This is an optimization exercise on Yosys and OpenROAD, whose aim is small area, a short achievable clock period and few clock cycles, not a production implementation. No functional check of the RTL was part of this run. Power is estimated from default activity; no workload was simulated.

$ cat flow/config.mk
export PLATFORM = sky130hd
export DESIGN_NAME = lz4i_pixser
export DESIGN_NICKNAME = lz4i_pixser
export VERILOG_FILES = /design/flow/design.v
export SDC_FILE = /design/flow/constraint.sdc
export NUM_CORES = 4
export LEC_CHECK = 0
export CAP_MARGIN = 20
export CORE_MARGIN = 2
export CORE_UTILIZATION = 40
export PLACE_DENSITY = 0.6
export SLEW_MARGIN = 20
$ cat flow/constraint.sdc
create_clock -name core_clock -period 11.0 [get_ports {clk}]
set_input_delay 2.2000 -clock core_clock [delete_from_list [all_inputs] [get_ports {clk}]]
set_output_delay 2.2000 -clock core_clock [all_outputs]
set_load 0.01 [all_outputs]
$ cat flow/design.v
module lz4i_pixser (
    input  wire        clk,
    input  wire        rst,           
    input  wire        cmd_valid,
    output wire        cmd_ready,
    input  wire [7:0]  cmd_word,      
    input  wire [31:0] cmd_width,     
    input  wire [31:0] cmd_height,    
    input  wire [7:0]  cmd_bpp,
    input  wire [7:0]  cmd_planes,
    input  wire        in_valid,
    output wire        in_ready,
    input  wire [7:0]  in_data,
    output wire        out_valid,
    input  wire        out_ready,
    output wire [7:0]  out_data,
    output wire        done,
    output wire [7:0]  done_err,
    output wire [31:0] done_stride,
    output wire [63:0] done_psize
);
    function [4:0] fcls(input [7:0] v);
        case (v)
            8'd1:  fcls = 5'b10_000;
            8'd2:  fcls = 5'b10_001;
            8'd4:  fcls = 5'b10_010;
            8'd8:  fcls = 5'b10_011;
            8'd16: fcls = 5'b10_100;
            8'd3:  fcls = 5'b11_000;
            8'd6:  fcls = 5'b11_001;
            8'd12: fcls = 5'b11_010;
            8'd24: fcls = 5'b11_011;
            default: fcls = 5'b00_000;
        endcase
    endfunction
    function [2:0] f5(input [4:0] v);
        case (v)
            5'd0, 5'd1, 5'd2, 5'd3, 5'd4:             f5 = 3'd0;
            5'd5, 5'd6, 5'd7, 5'd8:                   f5 = 3'd1;
            5'd9, 5'd10, 5'd11, 5'd12, 5'd13:         f5 = 3'd2;
            5'd14, 5'd15, 5'd16, 5'd17:               f5 = 3'd3;
            5'd18, 5'd19, 5'd20, 5'd21, 5'd22:        f5 = 3'd4;
            5'd23, 5'd24, 5'd25, 5'd26:               f5 = 3'd5;
            5'd27, 5'd28, 5'd29, 5'd30:               f5 = 3'd6;
            default:                                  f5 = 3'd7;
        endcase
    endfunction
    function [1:0] f6(input [5:0] v);
        f6 = (v >= 6'd63) ? 2'd3 : (v >= 6'd42) ? 2'd2 : (v >= 6'd21) ? 2'd1 : 2'd0;
    endfunction
    reg        s_idle;       
    reg        s_setup;
    reg        s_run;
    reg        pend;         
    reg        done_r;
    reg [31:0] X;            
    reg [31:0] Y;            
    reg [31:0] S;            
    reg [63:0] P;            
    reg [1:0]  op;           
    reg [4:0]  ca, cb;       
    reg [3:0]  e;            
    reg        rd1, rd2, rd4, rd16, rd24;
    reg        pk;           
    reg [3:0]  pad1;         
    reg [1:0]  c;            
    reg [10:0] W;            
    reg        mbusy;
    reg [5:0]  mcnt;
    reg        mprev, mcy;
    reg [7:0]  fa, fb;
    reg        av;
    reg        in_rdy;       
    wire       bv = ~in_rdy;
    reg [7:0]  od0, od1;
    reg        ov0, ov1;
    wire        ta = ca[3], tb = cb[3];
    wire [3:0]  esum = {1'b0, ca[2:0]} + {1'b0, cb[2:0]};
    wire        both = ca[4] & cb[4];
    wire        p2   = both & ~ta & ~tb & (esum <= 4'd4);
    wire        n1   = p2 & (esum == 4'd0);
    wire        n2   = p2 & (esum == 4'd1);
    wire        n4   = p2 & (esum == 4'd2);
    wire        n16  = p2 & (esum == 4'd4);
    wire        n24  = both & (ta ^ tb) & (esum == 4'd3);
    wire        dok  = p2 | n24;
    wire        dim_bad = X[31] | (X == 32'd0) | Y[31] | (Y == 32'd0);
    reg  [3:0]  e_new;
    always @(*) begin
        if (op == 2'd0)                   e_new = 4'd7;
        else if (dim_bad)                 e_new = 4'd1;
        else if (!dok || (op == 2'd2 && n16)) e_new = 4'd2;
        else                              e_new = 4'd0;
    end
    wire [2:0]  m      = n1 ? 3'd7 : n2 ? 3'd3 : n4 ? 3'd1 : 3'd0;
    wire [31:0] s_new  = (X + {29'd0, m}) & ~{29'd0, m};
    wire [3:0]  pad1_new = {1'b0, (~X[2:0] + 3'd1) & m} + 4'd1;
    wire        go_setup = s_setup & ~pend;
    wire sub  = rd1 | rd2 | rd4;
    wire pass = ~sub & ~rd16;
    wire [7:0] dmask = rd1 ? 8'h01 : rd2 ? 8'h03 : 8'h0F;
    wire lastcol = (X[31:4] == 28'd0) && (X[3:0] == pad1);
    wire lastrow = (Y == 32'd1);
    wire grp_end = rd1 ? (X[2:0] == 3'd1) : rd2 ? (X[1:0] == 2'd1) : X[0];
    wire [2:0] negx = ~X[2:0] + 3'd1;
    wire [2:0] bitpos = rd1 ? negx : rd2 ? {negx[1:0], 1'b0} : {negx[0], 2'b00};
    wire [7:0] samp   = fa & dmask;
    wire [7:0] lowm   = ~(8'hFF << bitpos);
    wire [7:0] pkd = (W[7:0] & lowm) | (samp << bitpos);
    wire [7:0] unpx   = (fa >> bitpos) & dmask;
    wire [4:0] r5 = fb[7:3];
    wire [5:0] b6 = W[10:5];
    wire [4:0] g5 = W[4:0];
    wire [7:0] r8 = {r5, f5(r5)};
    wire [7:0] b8 = {b6, f6(b6)};
    wire [7:0] g8 = {g5, f5(g5)};
    wire [31:0] xydec = (lastcol ? Y : X) - 32'd1;
    wire c0 = (c == 2'd0);
    wire c2 = (c == 2'd2);
    reg       go, pb, pop1, pop2, push;
    reg [7:0] cdata;
    always @(*) begin
        go = 1'b0; pb = 1'b0; pop1 = 1'b0; pop2 = 1'b0; push = 1'b0;
        cdata = fa;
        if (s_run && !ov1) begin
            if (rd16) begin
                go    = c0 ? (av & bv) : 1'b1;
                pb    = go & c2;
                pop2  = go & c0;
                push  = go;
                cdata = c0 ? r8 : (c == 2'd1) ? b8 : g8;
            end else if (sub) begin
                go = av;
                pb = go;
                if (pk) begin
                    pop1  = go;
                    push  = go & (grp_end | lastcol);
                    cdata = pkd;
                end else begin
                    pop1  = go & (grp_end | lastcol);
                    push  = go;
                    cdata = unpx;
                end
            end else begin
                go    = av;
                pb    = go & (~rd24 | c2);
                pop1  = go;
                push  = go;
                cdata = fa;
            end
        end
    end
    wire take  = in_valid & in_rdy;
    wire opop  = ov0 & out_ready;
    wire ofree = ~ov0 | (out_ready & ~ov1);
    wire hb   = P[0] & ~mcnt[5];
    wire mbit = rd24 ? (hb ^ mprev ^ mcy) : hb;
    wire [32:0] msum = {2'b00, P[63:33]} + (mbit ? {1'b0, S} : 33'd0);
    wire [5:0]  mlast = rd1 ? 6'd35 : rd2 ? 6'd34 : rd4 ? 6'd33 : rd16 ? 6'd31 : 6'd32;
    always @(posedge clk) begin
        if (s_idle) begin
            X  <= cmd_width;
            Y  <= cmd_height;
            op <= (cmd_word[7:2] == 6'd0) ? cmd_word[1:0] : 2'd0;
            ca <= fcls(cmd_bpp);
            cb <= fcls(cmd_planes);
        end
        if (go_setup) begin
            e    <= e_new;
            S    <= s_new;
            X    <= s_new;
            pad1 <= pad1_new;
            P    <= {33'd0, Y[30:0]};
            rd1  <= n1;
            rd2  <= n2;
            rd4  <= n4;
            rd16 <= n16;
            rd24 <= n24;
            pk   <= op[1] & ~op[0];
            c    <= 2'd0;
            mcnt <= 6'd0;
            mprev <= 1'b0;
            mcy   <= 1'b0;
        end
        if (mbusy) begin
            P     <= {msum, P[32:1]};
            mcnt  <= mcnt + 6'd1;
            mprev <= hb;
            mcy   <= (hb & mprev) | (hb & mcy) | (mprev & mcy);
        end
        if (go) begin
            if (sub) W[7:0] <= pkd;
            if (rd16) begin
                if (c0) W <= {fb[2:0], fa};
                c <= c2 ? 2'd0 : c + 2'd1;
            end else if (rd24) begin
                c <= c2 ? 2'd0 : c + 2'd1;
            end
            if (pk & sub & |(fa & ~dmask))
                e <= 4'd9;
        end
        if (pb) begin
            if (lastcol) begin
                X <= S;
                Y <= xydec;
            end else begin
                X <= xydec;
            end
        end
        if (~av | pop1 | pop2)
            fa <= (pop1 & bv) ? fb : in_data;
        if (~bv | pop1 | pop2)
            fb <= in_data;
        if (~ov0 | out_ready)
            od0 <= ov1 ? od1 : cdata;
        if (~ov1 | out_ready)
            od1 <= cdata;
        if (rst) begin
            s_idle  <= 1'b1;
            s_setup <= 1'b0;
            s_run   <= 1'b0;
            pend    <= 1'b0;
            done_r  <= 1'b0;
            mbusy   <= 1'b0;
            av      <= 1'b0;
            in_rdy  <= 1'b1;
            ov0     <= 1'b0;
            ov1     <= 1'b0;
        end else begin
            case ({av, bv})
                2'b00: begin av <= take; end
                2'b10: begin
                    if (pop1 | pop2) av <= take;
                    else in_rdy <= ~take;
                end
                default: begin  
                    if (pop2) begin av <= take; in_rdy <= 1'b1; end
                    else if (pop1) begin in_rdy <= ~take; end
                end
            endcase
            if (opop) begin
                ov0 <= ov1 | push;
                ov1 <= ov1 & push;
            end else begin
                ov0 <= ov0 | push;
                ov1 <= ov1 | (ov0 & push);
            end
            if (s_idle & cmd_valid) begin
                s_idle  <= 1'b0;
                s_setup <= 1'b1;
            end
            if (go_setup) begin
                s_setup <= 1'b0;
                pend    <= 1'b1;
                if (e_new == 4'd0 && op[1]) s_run <= 1'b1;
                else                        s_idle <= 1'b1;
                mbusy <= (e_new == 4'd0);
            end
            if (pb & lastcol & lastrow) begin
                s_run  <= 1'b0;
                s_idle <= 1'b1;
            end
            if (mbusy && mcnt == mlast)
                mbusy <= 1'b0;
            done_r <= pend & ~mbusy & ~s_run & ofree;
            if (pend & ~mbusy & ~s_run & ofree)
                pend <= 1'b0;
        end
    end
    assign cmd_ready   = s_idle;
    assign in_ready    = in_rdy;
    assign out_valid   = ov0;
    assign out_data    = od0;
    assign done        = done_r;
    assign done_err    = {4'd0, e};
    assign done_stride = S;
    assign done_psize  = P;
endmodule
$ cat flow/run.sh
#!/bin/bash
# synth_recipe.tcl (not shown) runs the flow's synth.tcl, then flattens the netlist and writes it again
# the make line also repeats each setting of config.mk as NAME=value (left out here)
make -C /OpenROAD-flow-scripts/flow DESIGN_CONFIG=/design/flow/config.mk WORK_HOME=/design/flow/orfs CLKGATE_MAP_FILE= SYNTH_SCRIPT=/design/flow/synth_recipe.tcl finish
==> flow_metrics.py <==
metrics = {
    "drt": {
        "vias": 14300,
        "drc": 0,
        "wirelength_um": 52400,
        "routedWlPerCell_um": 21.7,
        "ant_nets": 0,
        "via_per_inst": 5.92,
        "first_iter_violations": 1310,
        "first_pass_iters": 6,
    },
    "worst_setup_path": {
        "r2r_cells": 13,
        "start_kind": "register",
        "cp.buffers_inverters": 2,
        "critical_path_class": "reg2reg",
        "cp.depth": 13,
        "required_ns": 11.31,
        "cp_cell_sequence": "or4_1, nor3_1, nand4_2, buf_4, nand2_1, a21boi_0, ha_1, inv_1, a2111o_1, or2_1, or3_1, xor2_1, o21ai_1",
        "critPathMaxStageDelay_ns": 0.73,
        "cp-end-kind": "register",
        "cp_max_fo": 21,
        "cp_data_arrival_time_ns": 5.35,
        "path_delay_family": "simple AND/OR/NAND/NOR gates",
        "crit_slowest_cell": "or4_1",
    },
    "floorplanning": {
        "chipWidth_um": 205,
        "die_y_um": 205,
        "start_util": 0.407,
        "io_pins": 217,
        "coreArea_um2": 39800,
        "die-area_um2": 42100,
        "fp-row-count": 73,
    },
    "finish": {
        "mostFrequentLayoutCells": "clkdlybuf4s50_1 (212), nor2_1 (206), edfxtp_1 (201), nand2_1 (128), o21ai_0 (96)",
        "nNetsFinal": 2008,
        "final_common_cell": "clkdlybuf4s50_1",
        "n_antenna_cell": 0,
        "final_core_util": 0.494,
        "area_growth_pct": 21.4,
        "drive_gt1_frac": 0.0780,
    },
    "logic_synthesis": {
        "synthCells": 1700,
        "syn_area_per_cell_um2": 9.53,
        "syn_area_um2": 16200,
        "yosysWarnings": 1,
        "async_reset_ff_frac": 0,
        "synth_cell_types": 93,
        "synth-edff-count": 201,
        "synth_seq_cells": 255,
        "ys.flop_type": "edfxtp_1",
        "yosysSeqAreaShare": 0.439,
    },
    "sta": {
        "slew_viol_final": 0,
        "fmax_mhz": 198,
        "skew_ns": 0.0371,
        "worst_slew_pin_slew_ns": 1.08,
        "setup_viol": 0,
        "min_period_over_period": 0.458,
        "rsz0062_at_grt": "no",
        "setup_tns_ns": 0,
        "hold_viol_final": 0,
        "relSlewSlack": 0.276,
        "layout_min_cycle_time_ns": 5.04,
    },
    "cts": {
        "postCtsSetupBuffers": 0,
        "cts-root-buf": "clkbuf_16",
        "cts_tree": "built",
        "cts_resized": 0,
        "clkTransAtPathRegs_ns": 0.06,
        "cts-hold-fix-buffers": 0,
        "worst_skew_pair.late_latency_ns": 0.59,
        "cts_buffers": 29,
        "htree_levels": 1,
        "cts_sinks": 255,
        "clk_path_buf_depth": 3,
    },
    "power": {
        "p_leak_nw": 7.05,
        "ir_drop_mv": 0.117,
        "p_per_area_nw_per_um2": 148,
        "power_mw": 2.90,
    },
    "global_route": {
        "grt_pass1_wl_um": 79800,
        "grt_use_total": 0.245,
        "antenna_found_initial": 1,
        "grt_max_degree": 73,
        "overflow": 0,
        "grt_pass1_vias": 13300,
    },
    "placement": {
        "dpl.hpwl_um": 38600,
        "gp_routability_congestion": 0.952,
        "io_buffers": 212,
    },
    "job": {
        "drv_cap": 0,
    },
    "status": {
        "outcome": "no timing/DRC/antenna violations",
    },
    "hold_path": {
        "hold_depth": 1,
        "hp-class": "reg2reg",
    },
}
[Yosys cell counts (17+ instances only)]
cell | instances | area share
nor2_1 | 207 | 0.048
o21ai_0 | 96 | 0.030
mux2i_1 | 41 | 0.025
o211ai_1 | 17 | 0.0079
inv_1 | 52 | 0.012
clkbuf_1 | 74 | 0.017
nor4_1 | 21 | 0.0081
nand3_1 | 36 | 0.011
mux2_2 | 51 | 0.035
edfxtp_1 | 201 | 0.37
nor2b_1 | 21 | 0.0081
a31oi_1 | 23 | 0.0089
ha_1 | 41 | 0.032
a21oi_1 | 81 | 0.025
xnor2_1 | 50 | 0.027
and2_1 | 41 | 0.016
a211oi_1 | 30 | 0.014
o21a_1 | 20 | 0.0093
dfxtp_1 | 54 | 0.067
nor3_1 | 62 | 0.019
nand2_1 | 129 | 0.030
xor2_1 | 39 | 0.021
[final timing paths]
path,start,end,slack [ns]
max,X[18],X[20],5.96
min,e[3],e[3],0.45
max reg2reg,X[18],X[20],5.96
min reg2reg,e[3],e[3],0.45
[registers in the layout, summed over array words and instances (netlist names), 2 cells and up]
signal / cells
ca: 5
X: 32
f5$func$/design/flow/design.v:116$5472.$result: 3
W: 11
c: 2
P: 64
pad1: 4
op: 2
mcnt: 6
fa: 8
cb: 5
Y: 32
fb: 8
S: 32
od1: 8
od0: 8
f5$func$/design/flow/design.v:114$5470.$result: 3
e: 4
[report_power, final]
group	leakage [nW]	switching, mW	total (mW)	internal (mW)
sequential	2.41	0.117	1.27	1.15
clock	0.462	0.417	0.976	0.559
combinational	4.18	0.358	0.659	0.300
total	7.05	0.893	2.90	2.01
[area by class of cell]
class / instances / area, um^2
clock buffers: 33 / 751
fillers: 3805 / 20200
clock inverters: 21 / 185
multi-input cells: 1291 / 8480
inverters: 54 / 203
repair buffers: 231 / 2260
well taps: 525 / 657
flip-flops and latches: 255 / 7120
[per-stage QoR]
stage                     instance area (um^2)  worst slack [ns]  std cells  hold WS (ns)
after global routing                     19700              5.64       2410         0.468
after CTS                                19700              6.04       2410         0.452
after floorplan                          16200              6.35       1703         0.420
after detailed placement                 18700              6.06       2356         0.436
after global placement                   18700              6.13       2356         0.431
final                                    19700              5.96       2410         0.448
[kinds of logic (layout without fill, tap and decap cells)]
logic type | count (synthesis) | count (layout) | share of synthesized area
DFF | 255 | 255 | 0.439
AOI/OAI and AO/OA | 432 | 432 | 0.183
xor gates and xnor gates | 89 | 89 | 0.0481
and+or+nand+nor | 627 | 627 | 0.191
other | 1 | 4 | 0.000231
adders and majority gates | 46 | 46 | 0.0372
muxes | 93 | 93 | 0.0622
buffers and inverters | 157 | 339 | 0.0390
[routing by layer]
| metal | global-route usage | vias to the layer above | share of wire |
|---|---|---|---|
| met5 | 0 | - | 0 |
| met4 | 0.0671 | 0 | 0.024 |
| met3 | 0.0428 | 73 | 0.087 |
| met2 | 0.352 | 648 | 0.42 |
| met1 | 0.375 | 6849 | 0.47 |
| li1 | - | 6692 | - |
[worst register-to-register path: cells and delay by family, from the launching register on]
family | cells | cell delay, ns
DFF | 1 | 0.57
buffers and inverters | 2 | 0.55
and+or+nand+nor | 6 | 2.57
xor gates and xnor gates | 1 | 0.15
adders and majority gates | 1 | 0.23
AOI/OAI and AO/OA | 3 | 0.71

## static timing again, ports no longer ideal
The results above use ideal ports. As a check the final layout listed here was re-extracted and re-timed, cells and wires unchanged. Step 1 (the two cells are an assumption about what drives the block):
set clk [get_ports {clk}]
set_driving_cell -lib_cell sky130_fd_sc_hd__clkbuf_16 $clk
set_driving_cell -lib_cell sky130_fd_sc_hd__buf_2 [delete_from_list [all_inputs] $clk]
Step 2 adds t to the input delays and takes it off the output delays; t is the mean of the earliest and latest rising clock arrival at the registers after step 1. Input paths then give back, and output paths get back, about the clock's delay inside the block. Three values: ideal, step 1, step 2; two values: the first two.
t (ns): 0.623
slack for setup (ns): 5.959 / 5.959 / 5.959
hold WS [ns]: 0.448 / 0.448 / 0.448
slew at the worst register clock pin (ns): 0.07 / 0.07
cell pins on the clock port's net: 1
After both steps this run still meets setup and hold. For this run, drivers alone change the setup slack by 0.000 ns; drivers and shift together by 0.000 ns.
